What follows belongs to an exercise in optimizing a design on an open flow for small area, a short achievable clock period and few clock cycles per item; a production flow would make more cautious choices.
Power is estimated from default activity; no workload was simulated.

==> inputs of branch willow <==
==> flow/design.v (excerpt) <==
module lzdec (
    input  wire        clk,
    input  wire        rst,             
    input  wire        cmd_valid,
    output wire        cmd_ready,
    input  wire        cmd_kind,        
    input  wire        cmd_len_known,
    input  wire        cmd_cap_en,
    input  wire [15:0] cmd_src_len,
    input  wire [31:0] cmd_skip,
    input  wire [31:0] cmd_take,
    input  wire [31:0] cmd_max_out,
    input  wire [7:0]  cmd_fill,
    input  wire        in_valid,
    input  wire [7:0]  in_data,
    output wire        in_ready,
    output wire        out_valid,
    output wire [7:0]  out_data,
    input  wire        out_ready,
    output wire        done,
    output wire [2:0]  err,
    output wire        win_we,
    output wire [11:0] win_waddr,
    output wire [7:0]  win_wdata,
    output wire [11:0] win_raddr,
    input  wire [7:0]  win_rdata
);
make LEC_CHECK=0 CAP_MARGIN=20 CORE_MARGIN=2 CORE_UTILIZATION=40 SLEW_MARGIN=20 finish   # period 6.0 ns
run.sh (not shown) runs the stock make flow with config.mk's settings and CLKGATE_MAP_FILE= SYNTH_SCRIPT=/design/flow/synth_recipe.tcl, a recipe that flattens the netlist after the stock synthesis.
==> branch amber (differences from branch willow) <==
--- a/flow/design.v
+++ b/flow/design.v
@@ -70,11 +70,10 @@
     reg  [1:0]  gsel;
     reg         pbig;          
     reg         c_act;
     reg         c_last;
     reg         c_byp;
-    reg         c_off;         
     reg  [32:0] c_n;
     reg  [12:0] c_d;           
     reg         w_valid;
     reg         w_ram;         
     reg  [7:0]  w_byte;        
@@ -89,15 +88,12 @@
     assign out_valid = run && w_valid && !cap_blk && !skip_nz;
     assign out_data  = w_val;
     assign win_we    = w_prod;
     assign win_waddr = cur;
     assign win_wdata = w_val;
-    wire [12:0] e_fd = (ps == P_SHORT) ? {9'd0, dd} : last_off;
-    wire [12:0] dsel = c_act ? c_d : e_fd;
-    wire [13:0] rsrc = {1'b0, full, cur} + {13'd0, w_valid} - {1'b0, dsel};
+    wire [13:0] rsrc = {1'b0, full, cur} + {13'd0, w_valid} - {1'b0, c_d};
     wire        rneg = rsrc[13];   
-    wire        rbyp = c_act ? c_byp : (e_fd == 13'd1);
     assign win_raddr = rsrc[11:0];
     assign cmd_ready = !run;
     assign done      = fin;
     assign err       = err_r;
     wire r2w    = c_act && w_acc;
@@ -119,11 +115,11 @@
     reg  [12:0] lo_n;
     reg  [2:0]  k;             
     reg         nbits;         
     reg         brd;           
     reg         bok;           
-    reg         e_lit, e_cpy, e_n1, e_n2, e_fast, e_end;
+    reg         e_lit, e_cpy, e_n1, e_end;
     reg  [7:0]  e_litv;
     reg  [12:0] e_d;
     reg  [32:0] e_n;
     reg  [2:0]  e_err;
     reg         cbit;
@@ -149,12 +145,10 @@
         brd     = 1'b0;
         bok     = 1'b1;
         e_lit   = 1'b0;
         e_cpy   = 1'b0;
         e_n1    = 1'b0;
-        e_n2    = 1'b0;
-        e_fast  = 1'b0;
         e_end   = 1'b0;
         e_litv  = in_data;
         e_d     = pd;
         e_n     = 33'd0;
         e_err   = len_known ? E_TRUNC : E_NONE;
@@ -263,15 +257,14 @@
                 ps_n  = P_TOK;
                 if (dd == 4'd0) begin
                     e_lit  = 1'b1;
                     e_litv = 8'h00;
                 end else begin
-                    e_cpy  = 1'b1;
-                    e_fast = 1'b1;
-                    e_d    = {9'd0, dd};
-                    e_n    = 33'd1;
-                    e_n1   = 1'b1;
+                    e_cpy = 1'b1;
+                    e_d   = {9'd0, dd};
+                    e_n   = 33'd1;
+                    e_n1  = 1'b1;
                 end
             end
         end
         P_NEAR: near_do = 1'b1;
         P_GAM, P_GC: begin
@@ -320,28 +313,24 @@
                     G_REPN: begin
                         if (last_off == 13'd0) begin
                             e_end = 1'b1;
                             e_err = E_RANGE;
                         end else begin
-                            e_cpy  = 1'b1;
-                            e_fast = 1'b1;
-                            e_d    = last_off;
-                            e_n    = {1'b0, gvala};
-                            e_n2   = (gvala == 32'd2);
+                            e_cpy = 1'b1;
+                            e_d   = last_off;
+                            e_n   = {1'b0, gvala};
                             lwm_n = 1'b1;
                             ps_n  = P_TOK;
                         end
                     end
                     default: begin
                         if (pd == 13'd0 || pbig || pd > 13'd4096) begin
                             e_end = 1'b1;
                             e_err = E_RANGE;
                         end else begin
-                            e_cpy  = 1'b1;
-                            e_fast = 1'b1;
-                            e_n2   = (gvala == 32'd2) && pd >= 13'd128 && pd < 13'd1280;
-                            e_d    = pd;
+                            e_cpy = 1'b1;
+                            e_d   = pd;
                             e_n   = {1'b0, gvala}
                                   + ((pd >= 13'd1280) ? 33'd1 : 33'd0)
                                   + ((pd < 13'd128) ? 33'd2 : 33'd0);
                             lwm_n = 1'b1;
                             ps_n  = P_TOK;
@@ -416,12 +405,10 @@
                   (brd     ? (!src_z && in_valid && bok) :
                    refill  ? (!src_z && in_valid && !(e_lit || e_cpy)) :
                              emit_ok);
     wire lit_go = commit && e_lit;
     wire cpy_go = commit && e_cpy;
-    wire fast_go = cpy_go && e_fast && !c_act && w_acc;
-    wire ent_r   = r2w || fast_go;     
     always @(posedge clk) begin
         if (rst) begin
             run     <= 1'b0;
             fin     <= 1'b0;
             err_r   <= E_NONE;
@@ -484,30 +471,29 @@
                 last_off <= lo_n;
                 if (e_end)
                     err_r <= e_err;
             end
             if (cpy_go) begin
-                c_act  <= !(fast_go && e_n1);
+                c_act  <= 1'b1;
                 c_n    <= e_n;
-                c_last <= fast_go ? e_n2 : e_n1;
-                c_off  <= fast_go;
+                c_last <= e_n1;
                 c_byp  <= (e_d == 13'd1);
                 c_d    <= e_d;
             end else if (r2w) begin
                 c_n    <= c_n - 33'd1;
-                c_last <= (c_n == {31'd0, 1'b1, c_off});
+                c_last <= (c_n == 33'd2);
                 if (c_last)
                     c_act <= 1'b0;
             end
-            if (ent_r || lit_go)
+            if (r2w || lit_go)
                 w_valid <= 1'b1;
             else if (w_prod)
                 w_valid <= 1'b0;
-            w_ram <= ent_r && !rneg && !rbyp;
+            w_ram <= r2w && !rneg && !c_byp;
             if (lit_go)
                 w_byte <= e_litv;
-            else if (ent_r && rneg)
+            else if (r2w && rneg)
                 w_byte <= fill;
             else
                 w_byte <= w_val;
             if (w_prod) begin
                 cur     <= cur + 12'd1;
- ABC_CLOCK_PERIOD_IN_PS: not set -> 4000
- SETUP_SLACK_MARGIN: not set -> 1.5
==> results.txt <==
Run status: branch amber complete, no violations; branch willow complete, no violations
Fraction of layout cells with a size suffix above 1: branch amber 0.1311; branch willow 0.08607
Synthesized-area fraction occupied by and/or/nand/nor cells: branch amber 0.2212; branch willow 0.2293
DR WL met2: branch amber 29790 um; branch willow 28860 um
Area occupied by multi-input gates: branch amber 0.01110 mm2; branch willow 0.01116 mm2
Sinks on the clock net: branch amber 269; branch willow 270
Slowest-stage cell, CP: branch amber sky130_fd_sc_hd__or4_4; branch willow sky130_fd_sc_hd__or4b_4
Biggest fanout along the worst timing path: branch amber 6; branch willow 2
Post-Route Hold Slack: branch amber 0.4665 ns; branch willow 0.4839 ns
Arrival time worst endpoint: branch amber 3.55 ns; branch willow 4.65 ns
Net Count, Synth: branch amber 2383; branch willow 2471
CP Class: branch amber in2out; branch willow reg2out
Fillers: branch amber 4451; branch willow 4659
Number of global-route vias before repair: branch amber 17777; branch willow 17773
LEAKAGE: branch amber 8.620 nW; branch willow 8.182 nW
Share of the cycle needed by the critical path after routing: branch amber 0.7911; branch willow 0.9754
Area growth from synthesis to final layout: branch amber 25.98%; branch willow 20.23%
Worst ir drop on vdd: branch amber 0.1485 mV; branch willow 0.1819 mV
Global Route met3 Usage: branch amber 0.05317; branch willow 0.04173
Number of signal-net buffers in the layout: branch amber 326; branch willow 269
Antenna violations before repair: branch amber 3; branch willow 6
Design Power: branch amber 0.005505 W; branch willow 0.005524 W
Share of final layout cell area taken by non-clock buffers: branch amber 0.1311; branch willow 0.1052
Kind of launch point of the worst setup path: branch amber input port; branch willow flip-flop
Global placer's final weighted congestion: branch amber 0.9583; branch willow 0.9528
No run of this note included a check of the RTL's function; only the layout flow was run.

==> static timing again, ports no longer ideal <==
No port has a modelled driver above. Below, the same layouts with a new extraction and two added sets of constraints.
Step 1: set_driving_cell puts a clkbuf_16 on clk and a buf_2 on each other input, an assumption about the parent block.
Step 2 times the ports against the registers' clock, not the clock port: input delays grow and output delays shrink by t, the midpoint of the rising clock arrivals with the driver on.
Slacks: ideal ports / drivers / drivers and shift; pairs: ideal ports / drivers.
run	shift t [ns]	slack for setup (ns)	latest minus earliest clock arrival (ns)	worst register clock-pin slew, ns	pins driven straight from the clock port
branch willow	0.595	0.148 / 0.095 / 0.339	0.017 / 0.016	0.06 / 0.06	1
branch amber	0.603	1.254 / 1.218 / 0.820	0.033 / 0.033	0.06 / 0.06	1
After both steps every run listed still meets setup and hold. The setup slack of branch amber, which loses most, moves by -0.036 ns with the drivers and by -0.434 ns with both steps.
